From an optimization exercise on the open Yosys and OpenROAD flow, aimed at small area, a short achievable clock period and few clock cycles per item; shortcuts taken in it are not production practice.
In this exercise RTL edits were held to simulation tests only and were not proved equivalent to the original.
Power is estimated from default activity; no workload was simulated.

--- flow/config.mk ---
export PLATFORM = sky130hd
export DESIGN_NAME = sdr_cbuild
export DESIGN_NICKNAME = sdr_cbuild
export VERILOG_FILES = /design/flow/design.v
export SDC_FILE = /design/flow/constraint.sdc
export NUM_CORES = 4
export LEC_CHECK = 0
export CAP_MARGIN = 20
export CORE_MARGIN = 2
export CORE_UTILIZATION = 40
export SLEW_MARGIN = 20
--- flow/constraint.sdc ---
create_clock -name core_clock -period 13.0 [get_ports {clk}]
set_input_delay 2.6000 -clock core_clock [delete_from_list [all_inputs] [get_ports {clk}]]
set_output_delay 2.6000 -clock core_clock [all_outputs]
set_load 0.01 [all_outputs]
--- flow/design.v ---
module sdr_cbuild (
    input  wire        clk,
    input  wire        rst,          
    input  wire        start,        
    input  wire        qam,          
    input  wire [15:0] arg,          
    output reg         busy,
    output reg         done,         
    output reg  [7:0]  err,          
    output reg  [31:0] cinfo,        
    output reg         clut_we,
    output reg  [7:0]  clut_waddr,
    output wire [31:0] clut_wdata
);
    localparam S_IDLE  = 3'd0,
               S_CHECK = 3'd1,
               S_SETUP = 3'd2,
               S_HALF  = 3'd3,
               S_WRITE = 3'd4;
    reg  [2:0]  state;
    reg         mode;        
    reg  [8:0]  m;           
    reg         big;         
    reg  [5:0]  cnt;         
    reg  [7:0]  R1;          
    reg  [8:0]  R2;          
    reg  [1:0]  p1, p2;      
    reg  [34:0] Rs;          
    reg  [33:0] q;           
    reg  [34:0] acc;         
    reg  [15:0] vB, vBn;     
    reg  [7:0]  a;           
    reg  [3:0]  b;           
    reg  [4:0]  kk;          
    reg  [7:0]  nm1;         
    reg  [6:0]  c0m1;        
    reg         flip_r;      
    reg         col_r;       
    assign clut_wdata = {acc[34:19], vB};
    wire even = ~m[0];       
    reg  [4:0] k_lut;
    reg        sq_lut;
    reg  [7:0] a0_lut;       
    always @(*) begin
        sq_lut = 1'b1;
        case (m)
        9'd4:   begin k_lut = 5'd2;  a0_lut = 8'd3;   end
        9'd9:   begin k_lut = 5'd3;  a0_lut = 8'd4;   end
        9'd16:  begin k_lut = 5'd4;  a0_lut = 8'd10;  end
        9'd25:  begin k_lut = 5'd5;  a0_lut = 8'd12;  end
        9'd36:  begin k_lut = 5'd6;  a0_lut = 8'd21;  end
        9'd49:  begin k_lut = 5'd7;  a0_lut = 8'd24;  end
        9'd64:  begin k_lut = 5'd8;  a0_lut = 8'd36;  end
        9'd81:  begin k_lut = 5'd9;  a0_lut = 8'd40;  end
        9'd100: begin k_lut = 5'd10; a0_lut = 8'd55;  end
        9'd121: begin k_lut = 5'd11; a0_lut = 8'd60;  end
        9'd144: begin k_lut = 5'd12; a0_lut = 8'd78;  end
        9'd169: begin k_lut = 5'd13; a0_lut = 8'd84;  end
        9'd196: begin k_lut = 5'd14; a0_lut = 8'd105; end
        9'd225: begin k_lut = 5'd15; a0_lut = 8'd112; end
        9'd256: begin k_lut = 5'd16; a0_lut = 8'd136; end
        default: begin k_lut = 5'd0; a0_lut = 8'd0; sq_lut = 1'b0; end
        endcase
    end
    wire e_zero = ~big & (m == 9'd0);
    wire e_one  = ~big & (m == 9'd1);
    wire e_big  = big | (m[8] & (|m[7:0]));
    wire e_sq   = mode & ~sq_lut;
    wire [7:0] err_code = e_zero ? 8'h11 : e_one ? 8'h21 : e_big ? 8'h31 :
                          e_sq ? 8'h41 : 8'h00;
    wire        pow2 = (m & (m - 9'd1)) == 9'd0;
    reg  [3:0]  log2m;
    integer     j;
    always @(*) begin
        log2m = 4'd0;
        for (j = 0; j < 9; j = j + 1)
            if (m[j]) log2m = j[3:0];
    end
    wire [9:0] d1a  = {1'b0, R1, 1'b1} - {1'b0, m};        
    wire       g1a  = ~d1a[9];
    wire [7:0] r1a  = g1a ? d1a[7:0] : {R1[6:0], 1'b0};
    wire [9:0] d1b  = {1'b0, r1a, 1'b1} - {1'b0, m};
    wire       g1b  = ~d1b[9];
    wire [7:0] r1b  = g1b ? d1b[7:0] : {r1a[6:0], 1'b0};
    wire [9:0]  d2   = mode ? 10'd2 : {1'b0, m} + 10'd1;
    wire [9:0]  t2a  = {R2, p1[1]};
    wire [10:0] s2a  = {1'b0, t2a} - {1'b0, d2};
    wire        g2a  = ~s2a[10];
    wire [8:0]  r2a  = g2a ? s2a[8:0] : t2a[8:0];
    wire [9:0]  t2b  = {r2a, p1[0]};
    wire [10:0] s2b  = {1'b0, t2b} - {1'b0, d2};
    wire        g2b  = ~s2b[10];
    wire [8:0]  r2b  = g2b ? s2b[8:0] : t2b[8:0];
    wire [36:0] sq_cur  = {Rs, p2};
    wire [36:0] sq_dif  = sq_cur - {1'b0, q, 2'b01};
    wire        sq_ge   = ~sq_dif[36];
    wire        in_half = (state == S_HALF);
    wire        normal  = ~in_half & ~flip_r;
    wire [34:0] acc_a   = acc ^ {35{flip_r & ~in_half}};
    wire [34:0] acc_b   = ({q, 1'b1} & {35{normal}})
                        | (in_half ? 35'h40000 : 35'd0)
                        | ((flip_r & ~in_half) ? 35'h80000 : 35'd0);
    wire        acc_c   = in_half ? even : 1'b1;
    wire [34:0] acc_sum = acc_a + acc_b + {34'd0, acc_c};
    wire [3:0]  b_nx    = (b == nm1[3:0]) ? 4'd0 : b + 4'd1;    
    wire [7:0]  a_nx    = in_half ? a : (flip_r ? 8'd0 : a + 8'd1);
    wire [3:0]  b_eff   = (~in_half & col_r) ? b_nx : b;        
    wire        last    = col_r & (~mode | (b == c0m1[3:0]));
    wire        last_nx = (a_nx == {1'b0, c0m1}) & (~mode | (b_eff == c0m1[3:0]));
    wire [7:0]  addr_inc = (~mode | (col_r & (b == nm1[3:0]))) ? 8'd0 : {3'd0, kk};
    wire [7:0]  addr_nx  = flip_r ? {4'd0, b} :
                           clut_waddr + addr_inc + {7'd0, ~mode | col_r};
    wire [8:0]  n_lev   = mode ? {4'd0, k_lut} : m;
    always @(posedge clk) begin
        if (rst) begin
            state   <= S_IDLE;
            busy    <= 1'b0;
            done    <= 1'b0;
            err     <= 8'd0;
            cinfo   <= 32'd0;
            clut_we <= 1'b0;
        end else begin
            case (state)
            S_CHECK: begin
                err <= err_code;
                if (err_code != 8'h00) begin
                    busy  <= 1'b0;
                    done  <= 1'b1;
                    state <= S_IDLE;
                end else begin
                    cinfo <= {1'b1, 13'd0, pow2, mode, pow2 ? log2m : 4'd0, 3'd0, m};
                    state <= S_SETUP;
                end
                if (m <= 9'd4) begin
                    R1  <= (m == 9'd3) ? 8'd1 : 8'd0;
                    p1  <= (m == 9'd2) ? 2'd3 : 2'd1;
                    cnt <= 6'd35;
                end else begin
                    p1 <= 2'd0;
                    if (m <= 9'd13)       begin R1 <= 8'd3;   cnt <= 6'd35; end
                    else if (m <= 9'd49)  begin R1 <= 8'd12;  cnt <= 6'd34; end
                    else if (m <= 9'd193) begin R1 <= 8'd48;  cnt <= 6'd33; end
                    else                  begin R1 <= 8'd192; cnt <= 6'd32; end
                end
                R2   <= 9'd0;
                p2   <= 2'd0;
                Rs   <= 35'd0;
                q    <= 34'd0;
                acc  <= 35'd0;
                kk   <= k_lut;
                nm1  <= n_lev[7:0] - 8'd1;
                c0m1 <= n_lev[7:1] - 7'd1;
                a    <= n_lev[8:1];
                b    <= mode ? n_lev[4:1] : 4'd0;
                clut_waddr <= mode ? a0_lut : n_lev[8:1];
            end
            S_SETUP: begin
                R1  <= r1b;
                p1  <= {g1a, g1b};
                R2  <= r2b;
                p2  <= {g2a, g2b};
                Rs  <= sq_ge ? sq_dif[34:0] : sq_cur[34:0];
                q   <= {q[32:0], sq_ge};
                acc <= {acc[33:0], sq_ge & even};
                cnt <= cnt - 6'd1;
                if (cnt == 6'd1) state <= S_HALF;
            end
            S_HALF: begin
                acc     <= acc_sum;
                vB      <= mode ? acc_sum[34:19] : 16'd0;
                flip_r  <= (a == nm1);
                col_r   <= (a == {1'b0, c0m1});
                clut_we <= 1'b1;
                state   <= S_WRITE;
            end
            S_WRITE: begin
                acc    <= acc_sum;
                a      <= a_nx;
                flip_r <= (a_nx == nm1);
                col_r  <= (a_nx == {1'b0, c0m1});
                clut_waddr <= addr_nx;
                if (mode && a == {4'd0, b_nx})
                    vBn <= acc[34:19];
                if (mode && col_r) begin
                    b  <= b_nx;
                    vB <= (a == {4'd0, b_nx}) ? acc[34:19] : vBn;
                end
                done <= last_nx & ~last;
                busy <= ~(last_nx & ~last);
                if (last) begin
                    clut_we <= 1'b0;
                    busy    <= 1'b0;
                    done    <= 1'b0;
                    state   <= S_IDLE;
                end
            end
            default: begin
                done <= 1'b0;
            end
            endcase
            if (start && !busy) begin
                mode    <= qam;
                m       <= arg[8:0];
                big     <= |arg[15:9];
                busy    <= 1'b1;
                done    <= 1'b0;
                clut_we <= 1'b0;
                state   <= S_CHECK;
            end
        end
    end
endmodule
--- flow/run.sh ---
#!/bin/bash
# synth_recipe.tcl (not shown) runs the flow's synth.tcl, then flattens the netlist and writes it again
# the make line also repeats each setting of config.mk as NAME=value (left out here)
make -C /OpenROAD-flow-scripts/flow DESIGN_CONFIG=/design/flow/config.mk WORK_HOME=/design/flow/orfs CLKGATE_MAP_FILE= SYNTH_SCRIPT=/design/flow/synth_recipe.tcl finish
==> impl_metrics.tcl <==
set metrics [dict create \
    status "complete, no violations" \
    critPathMaxFanout 13 \
    coreArea_um2 44320 \
    power.density_cell_area_nw_per_um2 97.82 \
    startpoint_type "register" \
    timing.final.crit_period_ps 6235 \
    synth_seq_area_share_pct 38.99 \
    area_grow_syn2layout_pct 11.91 \
    drt-vias-per-instance 5.546 \
    clk_latency_ps 580 \
    drt_iter0_markers 1335 \
    post-route-drc-count 0 \
    drt.antenna.violating_nets 0 \
    maximum_number_of_pins_on_one_net_before_global_route_repair 77 \
    clock_sinks 242 \
    cts_hold_buf 0 \
    final_max_slew_viol_count 0 \
    number_of_distinct_library_cells_after_synthesis 90 \
    wl_mm 46.86 \
    max_slew_margin_pct 31.06 \
    syn_avg_cell_area_um2 9.244 \
    n_antenna_cell 0 \
    tritoncts.num_buffers 30 \
    layout_commonest_cell "sky130_fd_sc_hd__nor2_1" \
    fp.dieArea_um2 46640 \
    grt_setup_unrepaired "false" \
    critical_path.cell_chain "inv_1, ha_1, or2_2, fa_1, nor2b_1, o21ai_0, a21boi_1, o21ai_0, nand2b_1, a31oi_1, o21ai_1, mux2i_1, ha_1, nor2b_1, o21ai_0, a21boi_1, o21ai_0, a21boi_1, o21ai_0, nand2b_1, a31oi_1, buf_4, mux2i_1, nor2_1" \
    finalSetupTns_ps 0 \
    totalPowerFinal_w 0.001967 \
    dpl.hpwl_mm 33.92 \
    crit_path_end_kind "register" \
    clock.fmax_mhz 160.4 \
    async_reset_ff_share_pct 0 \
    first_global_vias 14210 \
    netlist_top_cells_area "sky130_fd_sc_hd__edfxtp_1 (36%), sky130_fd_sc_hd__ha_1 (8.4%), sky130_fd_sc_hd__xnor2_1 (5.8%)" \
    clock_tree_from_tritoncts "yes" \
    timing.rr.end "R2[5]" \
    cts.path.max_buffers 3 \
    buffer_ports.inserted 82 \
    layout.nets 2113 \
    dpl_worst_slack_ps 6778 \
    place.detailed.instances 2524 \
    htree_num_levels 1 \
    seq_cells_post_synth 242 \
    rr_startpoint "m[0]" \
    cap_viol_max_count 0 \
    detailedRoute.firstPassIterationCount 5 \
    holdCritStartpoint "cinfo[31]" \
    tightestPinTransition_ps 1034 \
    synth_edf_count 216 \
    dominantRegCellSynth "sky130_fd_sc_hd__edfxtp_1" \
    yosysWarnings 1 \
    groute.usage.overall_pct 20.10 \
    syn-instance-count 1944 \
    worst-r2r-setup-slack_ps 6760 \
    wl_per_cell_um 18.16 \
    share_of_cells_above_drive_strength_1_pct 5.785 \
    io_pins 103 \
    crit_end "R2[5]" \
    grt-ovfl-total 0 \
    die_h_um 216.0 \
    post_route_clock_period_utilization_pct 47.96 \
    slowest_library_cell_on_the_worst_path "sky130_fd_sc_hd__o21ai_1" \
    worst_reg2reg_path_length_in_cells 24 \
    whs_ps 457.9 \
    layout.cells.most_common_list "sky130_fd_sc_hd__nor2_1 (245), sky130_fd_sc_hd__edfxtp_1 (216), sky130_fd_sc_hd__nand2_1 (148)" \
    hold_viol 0 \
    critical-path-top-cell-by-count "sky130_fd_sc_hd__o21ai_0" \
    ir_worst_vdd_v 0.0001011 \
    report.final.setup_viol 0 \
    dieWidth_um 216.0 \
    synthDominantAreaCellType "sky130_fd_sc_hd__edfxtp_1" \
    std_cell_rows 77 \
    cp_slowest_stage_delay_ps 780 \
    clk_root_buffer_cell "sky130_fd_sc_hd__clkbuf_16" \
    mappedNetlistArea_um2 17970 \
    synth_top_area_share_pct 36.10 \
    cp.required_ps 13290 \
    worst-endpoint-arrival_ps 6530 \
    worstSetupPathType "register to register" \
    total_leakage_power_nw 7.903 \
    grt_pass1_wl_mm 76.46 \
    layout_setup_ws_ps 6765 \
    postCtsResizedCells 0 \
    grt_antenna_before_repair 0 \
    fin_cells 2580 \
    post_cts_repair_setup_buffers 0 \
    initial_core_util_pct 40.55 \
    clock-skew-final_ps 18.13 \
    worst_setup_path_startpoint "m[0]" \
    timing.hold.worst.class "register to register" \
    num_vias 14310 \
    path_clk_slew_ps 60 \
    global_placer_s_final_weighted_congestion 0.9210 \
]
-- power by group --
part	switching [W]	internal (W)	total, W
combinational	0.000154	0.000113	0.000267
clock	0.000351	0.000468	0.000820
sequential	0.0000178	0.000863	0.000881
total	0.000523	0.00144	0.00197
-- per-stage QoR --
step | instance area (um^2) | utilization (%)
2_1_floorplan | 18040 | -
3_3_place_gp | 19140 | 43.19
3_5_place_dp | 19140 | 43.19
4_1_cts | 20110 | 45.38
5_1_grt | 20110 | 45.38
6_report | 20110 | 45.38
-- final cells by class --
cell class / count / area (um^2)
clock buffers: 40 / 862.1
clock inverters: 16 / 108.9
fillers: 4261 / 24210
inverters: 91 / 341.6
multi-input cells: 1493 / 10050
flip-flops and latches: 242 / 7007
well taps: 592 / 740.7
repair buffers: 106 / 1001
-- cells by family after synthesis --
kind of cell / Yosys count / share of synthesized area, %
AO/OA/AOI/OAI: 489 / 17.39
other: 1 / 0.02087
adder cells (fa/ha/maj): 131 / 9.428
multiplexers: 75 / 4.254
flip-flops: 242 / 38.99
XOR/XNOR: 179 / 8.724
AND/OR/NAND/NOR: 599 / 15.35
buffers and inverters: 228 / 5.842
-- layer usage --
metal | GRT usage (%) | vias up | part of all wire [%]
li1 | - | 6959 | -
met1 | 27.46 | 6896 | 46
met2 | 33.70 | 389 | 47
met3 | 2.748 | 64 | 5.4
met4 | 4.863 | 0 | 2.2
met5 | 0 | - | 0
-- synthesized netlist by cell type (5+ instances only) --
master and n:
sky130_fd_sc_hd__ha_1 121, sky130_fd_sc_hd__buf_4 39, sky130_fd_sc_hd__or2_2 7, sky130_fd_sc_hd__a21boi_0 6
sky130_fd_sc_hd__a211oi_1 17, sky130_fd_sc_hd__a31o_2 7, sky130_fd_sc_hd__o21ai_0 120, sky130_fd_sc_hd__fa_1 8
sky130_fd_sc_hd__edfxtp_1 216, sky130_fd_sc_hd__dfxtp_1 26, sky130_fd_sc_hd__and3_1 11, sky130_fd_sc_hd__and2_1 16
sky130_fd_sc_hd__a31oi_1 20, sky130_fd_sc_hd__nor2b_1 27, sky130_fd_sc_hd__xor2_1 59, sky130_fd_sc_hd__o22ai_1 16
sky130_fd_sc_hd__a21o_1 50, sky130_fd_sc_hd__buf_2 14, sky130_fd_sc_hd__o211ai_1 7, sky130_fd_sc_hd__a21oi_1 123
sky130_fd_sc_hd__clkbuf_1 70, sky130_fd_sc_hd__nand2b_1 22, sky130_fd_sc_hd__xnor2_1 120, sky130_fd_sc_hd__buf_1 10
sky130_fd_sc_hd__mux2i_1 64, sky130_fd_sc_hd__mux2_2 10, sky130_fd_sc_hd__o21ai_1 10, sky130_fd_sc_hd__nand3_1 34
sky130_fd_sc_hd__a22o_1 17, sky130_fd_sc_hd__nor2_1 246, sky130_fd_sc_hd__nand3b_1 7, sky130_fd_sc_hd__o31ai_1 9
sky130_fd_sc_hd__nor3_1 26, sky130_fd_sc_hd__nand2_1 149, sky130_fd_sc_hd__nor4_1 6, sky130_fd_sc_hd__o21bai_1 9
sky130_fd_sc_hd__a221oi_1 7, sky130_fd_sc_hd__o2bb2ai_1 5, sky130_fd_sc_hd__nand4_1 18, sky130_fd_sc_hd__o21a_1 16
sky130_fd_sc_hd__inv_1 88
-- sequential cells by signal (all words and copies together), names as in the netlist, 2 cells and up --
signal / flops
kk: 5
p1: 2
acc: 35
vBn: 16
state: 3
q: 34
R2: 9
p2: 2
m: 9
c0m1: 7
cnt: 6
b: 4
R1: 8
vB: 16
clut_waddr: 8
err: 4
Rs: 35
cinfo: 16
a: 8
nm1: 8
-- worst min-delay path by stage --
stage	end	slack (ps)	cells past startpoint
after global routing	cinfo[13]	490	2
after floorplan	cinfo[31]	470	2
after CTS	cinfo[31]	460	2
after global placement	cinfo[31]	440	2
after detailed placement	cinfo[31]	450	2
final	cinfo[31]	460	2
-- worst max-delay path: cells and delay by family, from the launching register on --
family | cells | cell delay [ps]
AO/OA/AOI/OAI | 11 | 2430
buffers and inverters | 2 | 560
flip-flops | 1 | 540
AND/OR/NAND/NOR | 6 | 850
adder cells (fa/ha/maj) | 3 | 1030
multiplexers | 2 | 540
Testbench counts, summed over its fixed seeds: cycles 13,570, builds 96.

[static timing again, ports no longer ideal]
No port has a modelled driver above. Below, the same layout with a new extraction and two added sets of constraints. Step 1 assumes that a clkbuf_16 drives the clock port and a buf_2 every other input. Step 2, shift: input delay + t, output delay - t, t = (earliest + latest rising clock arrival at the registers) / 2. This alone moves slack from input paths to output paths. a / b / c = ideal / step 1 / step 2; a / b = the first two.
shift t [ns]: 0.625
setup slack, ns: 6.765 / 6.765 / 6.765
worst setup path at the end: register to register
latest minus earliest clock arrival (ns): 0.020 / 0.021
cell pins on the clock port's net: 1
After both steps this run still meets setup and hold. For this run, drivers alone change the setup slack by 0.000 ns; drivers and shift together by 0.000 ns.
